Source: an optimization exercise on an open RTL-to-GDS flow (aim: small area, a short achievable clock period and few clock cycles per item). Production flows keep margins and buffers that such runs may drop.
Function was checked by simulation only, so behaviour that the tests miss may differ from the original.
No activity file was given, so power comes from the tool's default toggle rates.

==> flow/design.v (outline; a module is shown in full before it is edited, if it fits) <==
// module mul16b: 1106 lines
// module iwp_cmd_core: 449 lines
// module sub3_top: 34 lines
module iwp_cmd_core (
    input  wire        clk,
    input  wire        rst,
    input  wire        cmd_valid,
    output wire        cmd_ready,
    input  wire [7:0]  cmd_op,
    input  wire [31:0] cmd_arg0,
    input  wire [31:0] cmd_arg1,
    input  wire [31:0] cmd_arg2,
    input  wire [31:0] cmd_arg3,
    input  wire [63:0] cmd_now,
    output reg         rsp_valid,
    output reg  [31:0] rsp_q0,
    output wire [31:0] rsp_q1,
    output wire [31:0] rsp_q2,
    output wire [31:0] rsp_q3,
    output wire [7:0]  rsp_status
);
  // ...
==> flow/flow/run.sh <==
#!/bin/bash
# Layout flow: the standard ORFS flow (standard.sh, with its unchanged synthesis), changed
# only in how the layout is made:
#  - the port buffers are buf_2 cells instead of buffer_ports' default delay cell;
set -euo pipefail
export BUFFER_PORTS_ARGS="-buffer_cell sky130_fd_sc_hd__buf_2"
export SETUP_SLACK_MARGIN=17.5
bash standard.sh > standard.log 2>&1
==> flow/standard.sh <==
#!/bin/bash
# synth_recipe.tcl (not shown) runs the flow's synth.tcl, then flattens the netlist and writes it again
# the make line also repeats each setting of config.mk as NAME=value (left out here)
make -C /OpenROAD-flow-scripts/flow DESIGN_CONFIG=/design/flow/config.mk WORK_HOME=/design/flow/orfs CLKGATE_MAP_FILE= SYNTH_SCRIPT=/design/flow/synth_recipe.tcl "${@:-finish}"
==> flow/config.mk <==
export PLATFORM = sky130hd
export DESIGN_NAME = iwp_cmd_core
export DESIGN_NICKNAME = iwp_cmd_core
export VERILOG_FILES = /design/flow/design.v
export SDC_FILE = /design/flow/constraint.sdc
export NUM_CORES = 4
export LEC_CHECK = 0
export CAP_MARGIN = 20
export CORE_MARGIN = 2
export CORE_UTILIZATION = 40
export SLEW_MARGIN = 20
==> flow/constraint.sdc <==
create_clock -name core_clock -period 24.0 [get_ports {clk}]
set_input_delay 4.8000 -clock core_clock [delete_from_list [all_inputs] [get_ports {clk}]]
set_output_delay 4.8000 -clock core_clock [all_outputs]
set_load 0.01 [all_outputs]
==> results.cfg, run 1 <==
[sta]
clock-skew-final_ns = 0.0576
timing_hold_violations_final = 0
final-max-slew-violation-count = 0
fin_crit_sh = 0.267

[finish]
top_area_cell_class = multi-input gates
regArea_sq_mm = 0.0139
seq_share = 0.258
finalNetCount = 6689
nClkBuffers = 96

[global_route]
grt_max_degree = 164
grt_usage = 0.340
use_met1 = 0.450
grt.overflow.total = 0

[floorplanning]
ios = 341
dieArea_sq_mm = 0.125
tap_cells = 1625
initial_core_util = 0.402

[clock_tree]
clkSlewWorstSetupHoldPaths_ns = 0.06
insertion_delay_ns = 0.71
clk_path_buf_depth = 3
clockRootBuffer = clkbuf_16
postCtsSetupRepairBufs = 0
numCtsBuffers = 74
cts_tree = built

[yosys]
synth-compound-area-share = 0.231
netlist_top_cells_count = 660 x nand2_1, 531 x nor2_1, 471 x dfxtp_1
synthArstFlopShare = 0

[run]
cap_violations = 0

[setup_path]
end_kind = flip-flop
r2r_start = ma[3]
rr_endpoint = q1[9]
rr_worst_depth = 21
crit_chain = clkbuf_8 > inv_4 > buf_4 > o21ai_0 > inv_1 > nand3_1 > o21ai_0
critical_path_buf_inv_count = 4

[status]
status = finished clean

[drt]
antenna_left = 0
wl_met3_um = 22100

[pwr]
pwr-share-seq = 0.415
comb_power_uw = 380
Testbench counts, summed over its fixed seeds: cycles 18,809, commands 16,000.
==> run 2, diff against run 1 <==
--- a/flow/flow/run.sh
+++ b/flow/flow/run.sh
@@ -6,3 +6,3 @@
 export BUFFER_PORTS_ARGS="-buffer_cell sky130_fd_sc_hd__buf_2"
-export SETUP_SLACK_MARGIN=17.5
+export SETUP_SLACK_MARGIN=17.8
 bash standard.sh > standard.log 2>&1
==> run 2 against run 1 <==
- combinational power is 1% higher
- clock power is 3% higher
- fmax is 3.5% higher
- sequential power hardly changed
- sequential cell count stayed put
==> results.cfg, run 2 <==
[yosys]
ys_ff_latch = 619
ys_top_cells_by_area = dfxtp_1 19%, edfxtp_1 9.1%, fa_1 7.2%, ha_1 6.1%, nand2_1 5.1%
ys_warn_count = 1
yosys.cell_types.count = 103
syn_avg_cell_area_sq_um = 8.10
synthAdderAreaFrac = 0.134
netlist_top_cells_count = 660 x nand2_1, 531 x nor2_1, 471 x dfxtp_1
synthArstFlopShare = 0
synth_cells = 6029
synth_mux_area_frac = 0.0206
synth-compound-area-share = 0.231
synth_top_family_by_area = compound AO/OA/AOI/OAI gates
synthFlopType = dfxtp_1
netlist_area_sq_mm = 0.0488
synth-simple-area-share = 0.188
seq_area_frac_synth = 0.284
yosys.area.top_type_share = 0.193
synthXorXnorAreaFrac = 0.0658
synth_edf_count = 148
synth.most_common_cell = nand2_1
synth_top_area_cell = dfxtp_1

[sta]
final-max-slew-violation-count = 0
fin_ws_ns = 17.81
slew_headroom = 0.189
setup_tns_ns = 0
clock-skew-final_ns = 0.0370
fin_crit_sh = 0.258
timing_hold_violations_final = 0
min_period_ns = 6.19
worstMarginPinSlew_ns = 1.22
finalSetupViolCount = 0
rsz0062_at_grt = true
fmax_mhz = 162

[setup_path]
critical_path_buf_inv_count = 1
cp.required_ns = 19.20
crit_path_max_fanout = 3
arrival_ns = 1.39
crit_path_max_incr_delay_ns = 0.51
critPathKind = reg -> out
end_kind = primary output
r2r_slack_ns = 17.98
cp_slowest_cell = dfxtp_2
crit_chain = buf_2
path_delay_family = flip-flops
start_kind = flip-flop

[place]
post-place-ws_ns = 16.72
hpwlAfterDp_um = 169000
io_buffers = 262
gp_congestion = 1.05

[drt]
drtIter0Drc = 6197
viasPerCell = 6.21
dr.pass1.iters = 8
drc = 0
vias = 48348
totalWireLength_um = 219000
antenna_left = 0
avgRoutedWirePerCell_um = 28.1

[floorplanning]
die_w_um = 353
die_y_um = 353
ios = 341
initial_core_util = 0.402
num_rows = 128
dieArea_sq_mm = 0.125
coreArea_sq_mm = 0.121

[finish]
layout-area-overhead-vs-synth_pct = 11.6
fillCellCount = 12195
drive_gt1_frac = 0.118
reg_top3 = s_now (64), seq_last (64)
final_cell_mix = 658 x nand2_1, 521 x nor2_1, 460 x a21oi_1, 415 x dfxtp_1, 387 x inv_1
finalNetCount = 6707
final_common_cell = nand2_1

[pwr]
leakagePower_uw = 0.0219
peakVddDrop_mv = 0.0497
power.density_mw_per_mm2 = 50.9

[clock_tree]
cts_tree = built
clk_path_buf_depth = 3
numCtsBuffers = 75
clockRootBuffer = clkbuf_16
cts_sinks = 619
cts_hold_buffers = 0
h-tree-depth = 3
insertion_delay_ns = 0.69
clkSlewWorstSetupHoldPaths_ns = 0.07

[global_route]
grt_pass1_vias = 44682
antenna_found_initial = 16
grt_pass1_wl_um = 312000
grt_max_degree = 142
grt_usage = 0.337
grt.overflow.total = 0

[run]
cap_violations = 0

[status]
status = finished clean

[hold_path]
hp-class = reg -> reg
[run 2: cell counts after synthesis]
Identical to the previous run, type by type.
[run 2: timing repair]
item / in CTS / in global routing
gates resized for setup: 71 / 37
buffers inserted: 8 / 18
pin swaps: 0 / 14
endpoints found under the setup margin: 153 / 33
[run 2: cell families after synthesis]
kind of cell | Yosys count
and+or+nand+nor | 1964
AOI/OAI and AO/OA | 1687
buffers and inverters | 891
DFF | 619
adders and majority gates | 419
xor gates and xnor gates | 354
muxes | 94
other | 1
[run 2: cell type report]
type	instances	area [sq um]	area share
Clock buffer	96	2090	0.0384
Timing Repair Buffer	404	2430	0.0446
Inverter	394	1490	0.0273
Antenna cell	4	10.0	0.000184
Clock inverter	44	589	0.0108
Multi-Input combinational cell	4596	31800	0.584
Sequential cell	619	14000	0.257
Tap cell	1625	2030	0.0373
[run 2: worst paths after layout]
kind                  startpoint             end  depth (start not counted)
setup / recovery           q1[7]       rsp_q1[7]                          1
hold / removal    tx_scan_hz[22]  tx_scan_hz[22]                          2
setup reg to reg           ma[5]      rsp_q0[15]                         21
hold reg to reg   tx_scan_hz[22]  tx_scan_hz[22]                          2
[run 2: through the flow]
stage | total power (uW) | utilization | hold WS (ns) | cell area [sq um] | std cells
after floorplan | 1380 | - | 0.432 | 49200 | 6106
after global placement | 1520 | 0.422 | 0.447 | 51300 | 7608
after detailed placement | 1520 | 0.422 | 0.451 | 51300 | 7610
after CTS | 2770 | 0.446 | 0.460 | 54200 | 7758
after global routing | 2860 | 0.449 | 0.484 | 54500 | 7778
final | 2770 | 0.449 | 0.457 | 54500 | 7782
[run 2: worst reg2reg max path, stage by stage (launching register included)]
cell      delay (ns)
dfxtp_2         0.63
a22oi_1         0.21
xnor2_1         0.17
fa_1            0.49
inv_1           0.06
fa_1            0.53
inv_1           0.05
fa_1            0.52
inv_1           0.05
fa_1            0.49
ha_1            0.39
a21o_1          0.18
a21oi_1         0.20
nand3b_1        0.13
a21oi_2         0.25
o211ai_1        0.20
a21oi_1         0.28
nor2_1          0.12
a21oi_1         0.23
xnor2_1         0.31
nand2_1         0.10
a311oi_1        0.29
[run 2: power by group]
part / switching, uW / internal (uW) / leakage [uW]
registers: 36.2 / 1090 / 0.00535
clock network: 512 / 745 / 0.00131
logic: 246 / 139 / 0.0152
total: 794 / 1980 / 0.0219
[run 2: per-layer routing]
layer,part of all wire,global-route usage
met1,0.40,0.439
met5,0.00055,0.000755
met4,0.068,0.200
met3,0.10,0.0843
met2,0.43,0.504
==> run 3, diff against run 2 <==
--- a/flow/flow/run.sh
+++ b/flow/flow/run.sh
@@ -6,3 +6,3 @@
 export BUFFER_PORTS_ARGS="-buffer_cell sky130_fd_sc_hd__buf_2"
-export SETUP_SLACK_MARGIN=17.8
+export SETUP_SLACK_MARGIN=18.0
 bash standard.sh > standard.log 2>&1
==> run 3 against run 2 <==
- setup slack improved by 0.13 ns
- combinational power rose by 2%
- largest cell class unchanged
- synthesized cell count did not move
- sequential power barely moved
==> results.cfg, run 3 <==
[clock_tree]
clkSlewWorstSetupHoldPaths_ns = 0.06
numCtsBuffers = 74
insertion_delay_ns = 0.71
h-tree-depth = 3
clk_path_buf_depth = 3
clockRootBuffer = clkbuf_16
cts_tree = built
cts_sinks = 619

[sta]
clock-skew-final_ns = 0.0475
finalSetupViolCount = 0
fmax_mhz = 165
worstMarginPinSlew_ns = 1.24
final-max-slew-violation-count = 0
whs_ns = 0.455
rsz0062_at_grt = true
min_period_ns = 6.06
fin_ws_ns = 17.94
timing_hold_violations_final = 0
slew_headroom = 0.171
fin_crit_sh = 0.252
setup_tns_ns = 0

[floorplanning]
coreArea_sq_mm = 0.121
die_y_um = 353
num_rows = 128
dieArea_sq_mm = 0.125
initial_core_util = 0.402
ios = 341
die_w_um = 353

[yosys]
yosys.cell_types.count = 103
synth_cells = 6029
yosys.area.top_type_share = 0.193
syn_avg_cell_area_sq_um = 8.10
synth.most_common_cell = nand2_1
netlist_top_cells_count = 660 x nand2_1, 531 x nor2_1, 471 x dfxtp_1
netlist_area_sq_mm = 0.0488
ys_ff_latch = 619
ys_warn_count = 1
synthFlopType = dfxtp_1
synth_top_area_cell = dfxtp_1
synth_edf_count = 148
synthArstFlopShare = 0
ys_top_cells_by_area = dfxtp_1 19%, edfxtp_1 9.1%, fa_1 7.2%, ha_1 6.1%, nand2_1 5.1%
seq_area_frac_synth = 0.284

[place]
io_buffers = 262
gp_congestion = 1.06
post-place-ws_ns = 16.89
hpwlAfterDp_um = 168000
dpl_cell_area_sq_mm = 0.0513

[setup_path]
arrival_ns = 1.26
critPathKind = reg -> out
path_delay_family = flip-flops
crit_path_max_incr_delay_ns = 0.43
end_kind = primary output
cp.required_ns = 19.20
critical_path_buf_inv_count = 1
crit_path_max_fanout = 2
cp_slowest_cell = dfxtp_4
crit_chain = buf_6
start_kind = flip-flop
r2r_slack_ns = 18.15

[global_route]
antenna_found_initial = 12
grt_max_degree = 96
grt_usage = 0.337
grt_pass1_vias = 45025
grt_pass1_wl_um = 312000
grt.overflow.total = 0

[run]
cap_violations = 0

[finish]
final_cell_area_sq_mm = 0.0550
regArea_sq_mm = 0.0141
final_cell_mix = 660 x nand2_1, 522 x nor2_1, 453 x a21oi_1, 394 x dfxtp_1, 385 x inv_1
reg_top3 = s_now (64), seq_last (64)
multi_input_area_sq_mm = 0.0321
layout-area-overhead-vs-synth_pct = 12.8
final_common_cell = nand2_1
fillCellCount = 12132
finalNetCount = 6727
drive_gt1_frac = 0.127

[drt]
avgRoutedWirePerCell_um = 28.1
viasPerCell = 6.24
totalWireLength_um = 219000
drc = 0
vias = 48664
antenna_left = 0
dr.pass1.iters = 9
drtIter0Drc = 6571

[status]
status = finished clean

[pwr]
leakagePower_uw = 0.0220
power.density_mw_per_mm2 = 48.8
peakVddDrop_mv = 0.0531

[hold_path]
hp-class = reg -> reg
## run 3: cell counts after synthesis
No cell type changed its count.
## run 3: kinds of logic after synthesis
| family | synth area share |
|---|---|
| XOR/XNOR | 0.0658 |
| other | 0.0000768 |
| multiplexers | 0.0206 |
| flip-flops | 0.284 |
| adder cells (fa/ha/maj) | 0.134 |
| AO/OA/AOI/OAI | 0.231 |
| AND/OR/NAND/NOR | 0.188 |
| buffers and inverters | 0.0760 |
## run 3: per-layer routing
layer / vias to the layer above / wire length, um / GRT usage
met5: - / 83 / 0
met4: 14 / 16300 / 0.207
met3: 659 / 23300 / 0.0809
met2: 2932 / 93700 / 0.509
met1: 23473 / 85900 / 0.434
li1: 21586 / - / -
## run 3: final cells by class
class	instances	area share
Sequential cell	619	0.257
Multi-Input combinational cell	4598	0.582
Timing Repair Buffer	423	0.0521
Inverter	394	0.0270
Clock inverter	26	0.00434
Tap cell	1625	0.0369
Antenna cell	6	0.000273
Clock buffer	106	0.0400
## run 3: worst min-delay path, cell delays in order, from the launching register on
cell	delay, ns
dfxtp_1	0.31
nand2_1	0.05
a21oi_1	0.05
## run 3: path summary, 6_finish.rpt
check | from | end | cells past startpoint
worst min-delay path | tx_scan_hz[27] | tx_scan_hz[27] | 2
worst max-delay path | q1[4] | rsp_q1[4] | 1
worst min register to register | tx_scan_hz[27] | tx_scan_hz[27] | 2
worst max register to register | ma[14] | q1[2] | 23
## run 3: report_power, final
group | internal [uW] | total, uW | leakage, uW | switching (uW)
combinational | 145 | 391 | 0.0154 | 246
sequential | 1090 | 1130 | 0.00537 | 38.7
clock | 674 | 1170 | 0.00120 | 492
## run 3: timing repair
action                                  CTS  global route
cloned                                    1             1
hold buffers                              0             0
setup buffers                            24            26
hold endpoints to repair                  0             0
endpoints found under the setup margin  247            90
gates resized for setup                 181            74
pin swaps                                 3            34
## run 3: metrics by stage
step / utilization / power, uW / instances
CTS: 0.449 / 2670 / 7764
detailed placement: 0.423 / 1520 / 7607
finish: 0.453 / 2680 / 7797
global placement: 0.422 / 1510 / 7606
floorplan: - / 1380 / 6106
global route: 0.453 / 2760 / 7792

afterwards: timing with drivers on the ports:
No port has a modelled driver above. Below, the same layouts with a new extraction and two added sets of constraints.
Step 1: set_driving_cell puts a clkbuf_16 on clk and a buf_2 on each other input, an assumption about the parent block.
Step 2 times the ports against the registers' clock, not the clock port: input delays grow and output delays shrink by t, the midpoint of the rising clock arrivals with the driver on.
a / b / c = ideal ports / drivers / drivers and shift; a / b = the first two.
run | t, ns | slack for setup (ns) | latest minus earliest clock arrival (ns)
run 1 | 0.758 | 17.599 / 17.572 / 16.835 | 0.057 / 0.057
run 2 | 0.758 | 17.814 / 17.730 / 17.250 | 0.039 / 0.039
run 3 | 0.769 | 17.944 / 17.864 / 17.242 | 0.047 / 0.048
After both steps every run listed still meets setup and hold. For run 1, which loses most, drivers alone change the setup slack by -0.027 ns; drivers and shift together by -0.764 ns.
